Background: an optimization exercise with open tools, aiming at small area. Do not read the settings as production practice.
Function was checked by simulation only, so behaviour that the tests miss may differ from the original.
No activity file was given, so power comes from the tool's default toggle rates.

==> flow/config.mk <==
export PLATFORM = sky130hd
export DESIGN_NAME = sps_serial_reader
export DESIGN_NICKNAME = sps_serial_reader
export VERILOG_FILES = /design/flow/design.v
export SDC_FILE = /design/flow/constraint.sdc
export NUM_CORES = 4
export LEC_CHECK = 0
export CAP_MARGIN = 20
export CORE_MARGIN = 2
export CORE_UTILIZATION = 40
export SLEW_MARGIN = 20
==> flow/constraint.sdc <==
create_clock -name core_clock -period 10.0 [get_ports {clk}]
set_input_delay 2.0000 -clock core_clock [delete_from_list [all_inputs] [get_ports {clk}]]
set_output_delay 2.0000 -clock core_clock [all_outputs]
set_load 0.01 [all_outputs]
==> flow/design.v <==
module sps_serial_reader (
    input  wire        clk,
    input  wire        rst,
    input  wire        start,
    input  wire        init,
    output wire        busy,
    output reg         done,
    input  wire [7:0]  rx_count,    
    input  wire [7:0]  rx_head,     
    output wire        rx_pop,      
    output wire        rx_discard,  
    output reg  [3:0]  last_result,
    output reg         rec_valid,
    output wire [2:0]  health,
    output reg  [31:0] bad_cnt,
    output reg  [31:0] good_cnt,
    input  wire [3:0]  rec_sel,
    output wire [31:0] rec_data
);
    localparam [7:0]  START_BYTE  = 8'h7E;
    localparam [7:0]  END_BYTE    = 8'h7E;
    localparam [7:0]  ESC_BYTE    = 8'h7D;
    localparam [7:0]  MIN_FRAME   = 8'd47;
    localparam [5:0]  PAYLOAD_LEN = 6'd40;
    localparam [31:0] DEGRADE_LIMIT = 32'd5;
    localparam [3:0] RES_OK       = 4'h0;
    localparam [3:0] RES_NODATA   = 4'h1;
    localparam [3:0] RES_RESYNC   = 4'h2;
    localparam [3:0] RES_INCOMPL  = 4'h3;
    localparam [3:0] RES_SENSOR   = 4'h4;
    localparam [3:0] RES_CHECKSUM = 4'h5;
    localparam [3:0] RES_FRAMING  = 4'h6;
    localparam [3:0] RES_NONE     = 4'hF;
    localparam [1:0] LS_INIT     = 2'd0;
    localparam [1:0] LS_HEALTHY  = 2'd1;
    localparam [1:0] LS_DEGRADED = 2'd2;
    localparam [3:0] S_IDLE    = 4'd0;
    localparam [3:0] S_FIRST   = 4'd1;    
    localparam [3:0] S_HDR     = 4'd2;    
    localparam [3:0] S_HDR_CHK = 4'd3;    
    localparam [3:0] S_PAY     = 4'd4;    
    localparam [3:0] S_ESC     = 4'd5;    
    localparam [3:0] S_CHK     = 4'd6;    
    localparam [3:0] S_END     = 4'd7;    
    localparam [3:0] S_FINAL   = 4'd8;    
    localparam [3:0] S_DISCARD = 4'd9;    
    localparam [3:0] S_COMMIT  = 4'd10;   
    reg  [3:0]  state;
    reg  [7:0]  n_sample;           
    reg  [7:0]  head_sample;        
    reg  [2:0]  hdr_cnt;
    reg  [7:0]  hdr [0:4];
    reg  [5:0]  pay_cnt;
    reg  [7:0]  payload [0:39];
    reg  [7:0]  sum;
    reg  [7:0]  chk_byte;
    reg  [7:0]  end_byte;
    reg  [3:0]  code;               
    reg  [31:0] record [0:9];
    reg  [1:0]  link_state;
    integer i;
    reg       unesc_ok;
    reg [7:0] unesc_val;
    always @(*) begin
        unesc_ok  = 1'b1;
        unesc_val = 8'h00;
        case (rx_head)
            8'h5E:   unesc_val = 8'h7E;
            8'h5D:   unesc_val = 8'h7D;
            8'h31:   unesc_val = 8'h11;
            8'h33:   unesc_val = 8'h13;
            default: unesc_ok  = 1'b0;
        endcase
    end
    wire have_byte = (rx_count != 8'd0);
    wire [7:0] fcs = ~sum;          
    assign busy       = (state != S_IDLE);
    assign rx_pop     = have_byte &&
                        (state == S_HDR || state == S_PAY || state == S_ESC ||
                         state == S_CHK || state == S_END);
    assign rx_discard = (state == S_DISCARD);
    assign health   = {link_state, link_state == LS_HEALTHY};
    assign rec_data = (rec_sel < 4'd10) ? record[rec_sel] : 32'h0;
    wire [31:0] bad_inc  = (bad_cnt  == 32'hFFFF_FFFF) ? bad_cnt  : bad_cnt  + 32'd1;
    wire [31:0] good_inc = (good_cnt == 32'hFFFF_FFFF) ? good_cnt : good_cnt + 32'd1;
    always @(posedge clk) begin
        if (state == S_HDR && have_byte)
            hdr[hdr_cnt] <= rx_head;
        if (state == S_PAY && have_byte && rx_head != ESC_BYTE)
            payload[pay_cnt] <= rx_head;
        if (state == S_ESC && have_byte && unesc_ok)
            payload[pay_cnt] <= unesc_val;
    end
    always @(posedge clk) begin
        if (state == S_COMMIT && code == RES_OK)
            for (i = 0; i < 10; i = i + 1)
                record[i] <= {payload[4*i], payload[4*i+1], payload[4*i+2], payload[4*i+3]};
    end
    always @(posedge clk) begin
        if (rst) begin
            state       <= S_IDLE;
            done        <= 1'b0;
            last_result <= RES_NONE;
            rec_valid   <= 1'b0;
            link_state  <= LS_INIT;
            bad_cnt     <= 32'd0;
            good_cnt    <= 32'd1;
        end else begin
            done <= 1'b0;
            case (state)
                S_IDLE: begin
                    if (start) begin
                        n_sample    <= rx_count;
                        head_sample <= rx_head;
                        state       <= S_FIRST;
                    end else if (init) begin
                        link_state <= LS_INIT;
                        bad_cnt    <= 32'd0;
                        good_cnt   <= 32'd1;
                    end
                end
                S_FIRST: begin
                    hdr_cnt <= 3'd0;
                    pay_cnt <= 6'd0;
                    if (n_sample == 8'd0) begin
                        code  <= RES_NODATA;
                        state <= S_COMMIT;
                    end else if (head_sample != START_BYTE) begin
                        code  <= RES_RESYNC;
                        state <= S_DISCARD;
                    end else if (n_sample < MIN_FRAME) begin
                        code  <= RES_INCOMPL;
                        state <= S_COMMIT;
                    end else begin
                        state <= S_HDR;
                    end
                end
                S_HDR: begin
                    if (have_byte) begin
                        hdr_cnt <= hdr_cnt + 3'd1;
                        if (hdr_cnt == 3'd4)
                            state <= S_HDR_CHK;
                    end
                end
                S_HDR_CHK: begin
                    sum <= hdr[1] + hdr[2] + hdr[3] + hdr[4];
                    if (hdr[3] != 8'h00) begin
                        code  <= RES_SENSOR;
                        state <= S_DISCARD;
                    end else begin
                        state <= S_PAY;
                    end
                end
                S_PAY: begin
                    if (have_byte) begin
                        if (rx_head == ESC_BYTE) begin
                            state <= S_ESC;
                        end else begin
                            sum     <= sum + rx_head;
                            pay_cnt <= pay_cnt + 6'd1;
                            if (pay_cnt == PAYLOAD_LEN - 6'd1)
                                state <= S_CHK;
                        end
                    end
                end
                S_ESC: begin
                    if (have_byte) begin
                        if (!unesc_ok) begin
                            code  <= RES_FRAMING;
                            state <= S_DISCARD;
                        end else begin
                            sum     <= sum + unesc_val;
                            pay_cnt <= pay_cnt + 6'd1;
                            state   <= (pay_cnt == PAYLOAD_LEN - 6'd1) ? S_CHK : S_PAY;
                        end
                    end
                end
                S_CHK: begin
                    if (have_byte) begin
                        chk_byte <= rx_head;
                        state    <= S_END;
                    end
                end
                S_END: begin
                    if (have_byte) begin
                        end_byte <= rx_head;
                        state    <= S_FINAL;
                    end
                end
                S_FINAL: begin
                    if (end_byte != END_BYTE) begin
                        code  <= RES_FRAMING;
                        state <= S_DISCARD;
                    end else if (fcs != chk_byte) begin
                        code  <= RES_CHECKSUM;
                        state <= S_DISCARD;
                    end else begin
                        code  <= RES_OK;
                        state <= S_COMMIT;
                    end
                end
                S_DISCARD, S_COMMIT: begin
                    state       <= S_IDLE;
                    done        <= 1'b1;
                    last_result <= code;
                    if (code == RES_OK) begin
                        rec_valid  <= 1'b1;
                        bad_cnt    <= 32'd0;
                        good_cnt   <= good_inc;
                        link_state <= LS_HEALTHY;
                    end else begin
                        bad_cnt <= bad_inc;
                        if (bad_inc >= DEGRADE_LIMIT)
                            link_state <= LS_DEGRADED;
                    end
                end
                default: state <= S_IDLE;
            endcase
        end
    end
endmodule
==> flow/run.sh <==
#!/bin/bash
# synth_recipe.tcl (not shown) runs the flow's synth.tcl, then flattens the netlist and writes it again
# the make line also repeats each setting of config.mk as NAME=value (left out here)
make -C /OpenROAD-flow-scripts/flow DESIGN_CONFIG=/design/flow/config.mk WORK_HOME=/design/flow/orfs CLKGATE_MAP_FILE= SYNTH_SCRIPT=/design/flow/synth_recipe.tcl finish
==> run summary <==
==> through the flow <==
step,utilization (%),cell area (um^2)
floorplan,-,30000
global route,47.4,35200
finish,47.4,35200
CTS,47.3,35100
global placement,43.7,32500
detailed placement,43.7,32500
==> cells by family (layout without fill, tap and decap cells) <==
logic type      after synthesis  after routing
compound gates              342            342
xor+xnor                     76             76
fa+ha+maj                    34             34
buf+inv                     114            348
flops                       800            800
mux                           5              5
simple gates                486            486
==> routing by layer <==
metal / share of wire (%) / global-route usage, % / vias to the layer above
li1: - / - / 7617
met1: 41 / 22.3 / 8365
met2: 50 / 29.8 / 563
met3: 6.9 / 4.14 / 114
met4: 1.9 / 4.57 / 2
met5: 0.019 / 0 / -
==> area by class of cell <==
type                            instances  area [um^2]  area share [%]
Clock inverter                         48          474            1.35
Tap cell                              969         1210            3.44
Timing Repair Buffer                  170         1590            4.51
Multi-Input combinational cell        943         6400            18.2
Sequential cell                       800        23300            66.1
Inverter                               25         93.8           0.267
Clock buffer                          105         2170            6.16
==> worst register-to-register path: stages (launching register included) <==
cell	delay [ns]
dfxtp_1	0.59
nor3b_1	0.35
nand2_1	0.20
a21oi_1	0.42
a31oi_1	0.07
nor2_1	0.57
nand4b_1	0.52
nor2_1	0.97
==> flip-flops by register name, indices dropped and copies added (netlist names), 2 cells and up <==
register,flops
bad_cnt,32
chk_byte,8
code,3
end_byte,8
good_cnt,32
hdr,32
hdr_cnt,3
head_sample,8
last_result,4
link_state,2
n_sample,8
pay_cnt,6
payload,320
record,320
state,4
sum,8
==> worst paths after layout <==
kind                                  from                        to  slack [ns]  depth (start not counted)
setup / recovery                rec_sel[3]              rec_data[10]        2.95                          8
hold / removal    payload[32][7]$_DFFE_PP_   record[8][31]$_DFFE_PP_        0.39                          0
setup reg to reg     state[2]$_SDFFE_PP0P_  payload[24][6]$_DFFE_PP_        5.94                          7
hold reg to reg   payload[32][7]$_DFFE_PP_   record[8][31]$_DFFE_PP_        0.39                          0
==> placed cells by master, fill, tap and decap left out, drive strengths merged, types with 15 or more instances in the layout <==
cell           instances
ha                    19
o21ai                 40
nand3                 36
a21oi                 52
nor2                 166
clkinv                41
nand2                 99
clkbuf               105
clkdlybuf4s50        123
a31oi                 22
dfxtp                 76
nand4                 48
a22oi                 77
nor4                  26
edfxtp               724
xor2                  46
and3                  15
fa                    15
inv                   24
xnor2                 30
a221oi                42
a22o                  41
nor3                  29
buf                   47
==> power breakdown <==
part | internal, mW | total [mW] | switching (mW)
clock network | 1.66 | 2.94 | 1.28
registers | 3.63 | 3.64 | 0.0130
logic | 0.0743 | 0.213 | 0.139
==> key figures <==
Worst setup path
  – Buf+Inv Stages, Crit Path: 3
  – Slowest CP cell: nor2_4
  – Startpoint Class: input pin
  – Family with the most delay on the worst path: buffers and inverters
  – Req. time, crit path: around 8.0 ns
  – Kind of critical path: input pin to output pin
  – Most used cell, CP: clkdlybuf4s50_1
  – CP max stage delay: 0.58 ns
  – Arrival time worst endpoint: between 5 and 6 ns
  – CP endpoint kind: output pin
  – Crit path max fanout: 17
  – Critical-path cell list: clkdlybuf4s50_1 -> nand2b_1 -> nor2_4 -> buf_4 -> a22o_1 -> a221oi_1 -> a31oi_1 -> clkdlybuf4s50_1

Timing
  – Final Hold Vio Count: 0
  – Setup violators final: 0
  – Fin crit period: between 7 and 8 ns
  – RSZ-0062 raised after global routing: no
  – Final Max Slew Viols: 0
  – Worst hold slack: slightly below 0.4 ns
  – Clock Skew: around 0.05 ns
  – Part of the cycle the worst path needs: between 70% and 80%
  – Worst slew pin tran: approximately 1.1 ns
  – FMAX: between 0.1 and 0.15 GHz
  – Worst Slack Setup Final: between 2 and 3 ns
  – Slew margin rel.: between 20% and 30%
  – Final TNS setup: 0 ns

Run
  – Max_cap viols: 0

CTS
  – Clock sinks: 800
  – Clk Latency, worst-skew pair: around 0.65 ns
  – H-tree levels: 3
  – # resized after CTS: 0
  – Post-CTS Setup Bufs: 0
  – Num CTS Buffers: between 80 and 90
  – Clock Tree Buf Depth: 3
  – Clock transition at path regs: around 0.060 ns
  – Root buffer cell: clkbuf_16
  – Hold_buf cts: 0
  – CTS tree: built

Yosys
  – Syn_area_per_cell: about 16 um^2
  – Mux contribution to synthesized area: 0.188%
  – Post-synth EDFFs: 724
  – Synth Flop Type: edfxtp_1
  – Area leader, netlist: edfxtp_1
  – Synthesized area: roughly 30,000 um^2
  – Largest family of logic cells by synthesized area: simple AND/OR/NAND/NOR gates
  – Post-synthesis instance total: 1,857
  – Largest cells by area after synthesis: edfxtp_1 (72%), dfxtp_1 (5.1%), nor2_1 (2.1%)
  – Top cell type's share of synthesized area: around 72%
  – Compound-Gate Fraction of Synth Area: about 8.3%
  – Xor/xnor cell area share of the yosys netlist: 2.22%
  – Seq cells post-synth: 800
  – Warnings from Yosys: 2
  – Count of cell types in the netlist: 83
  – Async set-reset flop share out of synthesis: 0%
  – Synth Area in Simple Gates: under 10%
  – Post-synthesis adder-cell area fraction: under 10%
  – Synth cell count leaders: edfxtp_1 (724), nor2_1 (165), nand2_1 (99), a22oi_1 (77), dfxtp_1 (76)
  – Syn Nets: around 1,900
  – Most frequent cell after synthesis: edfxtp_1
  – Post-synthesis sequential area ratio: between 70% and 80%

Finish
  – Final Non-Filler Cells: between 3,000 and 4,000
  – Share of layout cells above drive strength 1: 9.95%
  – Final net count: between 2,000 and 2,500
  – Antenna cells: 0
  – Area Growth Syn to Fin: 17.3%
  – Fillcell total: 6,322

Global route
  – Largest net degree at the start of global routing: 90
  – Vias in the first global route: 17,000
  – First-pass GRT wire length: 103,000 um
  – Remaining global-route overflow: 0
  – All-Layer GR Usage: between 15 and 20%
  – Initial antenna violation count: 1

Floorplan
  – Num rows: 100
  – Die ar.: approximately 77,000 um^2
  – Die Height: 278 um
  – Die width: around 280 um
  – CORE AREA: ~74,000 um^2
  – Num ports: ~130
  – Starting Density: ~40%

Routing
  – Post-route ant nets: 0
  – Via density: 5.44
  – DRC viols: 0
  – Via count: between 15,000 and 20,000
  – Final WL: 67,400 um
  – DR WL/cell: between 20 and 25 um
  – 1st-iter DRT viols: 1,517
  – Drt pass-1 iters: 6

Pwr
  – Peak VDD IR: between 100 and 150 uV
  – Power Total: about 6.8 mW
  – Power Density: approximately 190 nW/um^2
  – Pleak: about 11 nW

Place
  – Hpwl dp: 38,700 um
  – Post-Place Cells: between 2,000 and 3,000
  – I/O Buffers: about 130
  – RD Place Congestion: 0.852
  – DP Worst Slack: a little under 3 ns

Run status
  – Outcome: timing/DRC/antenna clean

Hold path
  – HP Class: flip-flop to flip-flop

re-timing with driven ports:
How much do the figures lean on ideal ports? The routed layout below was timed once more, with nothing changed but the port constraints.
Step 1 sets driving cells, clkbuf_16 on the clock port and buf_2 on the other inputs (assumed; they add their load-dependent delay and slew).
Step 2 moves the port delays by t, midway between the first and last clock arrival at a register: inputs arrive t later, outputs are due t later. That takes back most of the time a late clock gives input paths.
Slacks: ideal ports / drivers / drivers and shift; pairs: ideal ports / drivers.
shift t [ns]: 0.676
setup WS [ns]: 2.954 / 2.932 / 2.932
worst register clock-pin slew, ns: 0.07 / 0.07
worst slew at a driven data input, ns: 0.05
pins driven straight from the clock port: 1
After both steps this run still meets setup and hold. The setup slack of this run moves by -0.022 ns with the drivers and by -0.022 ns with both steps.
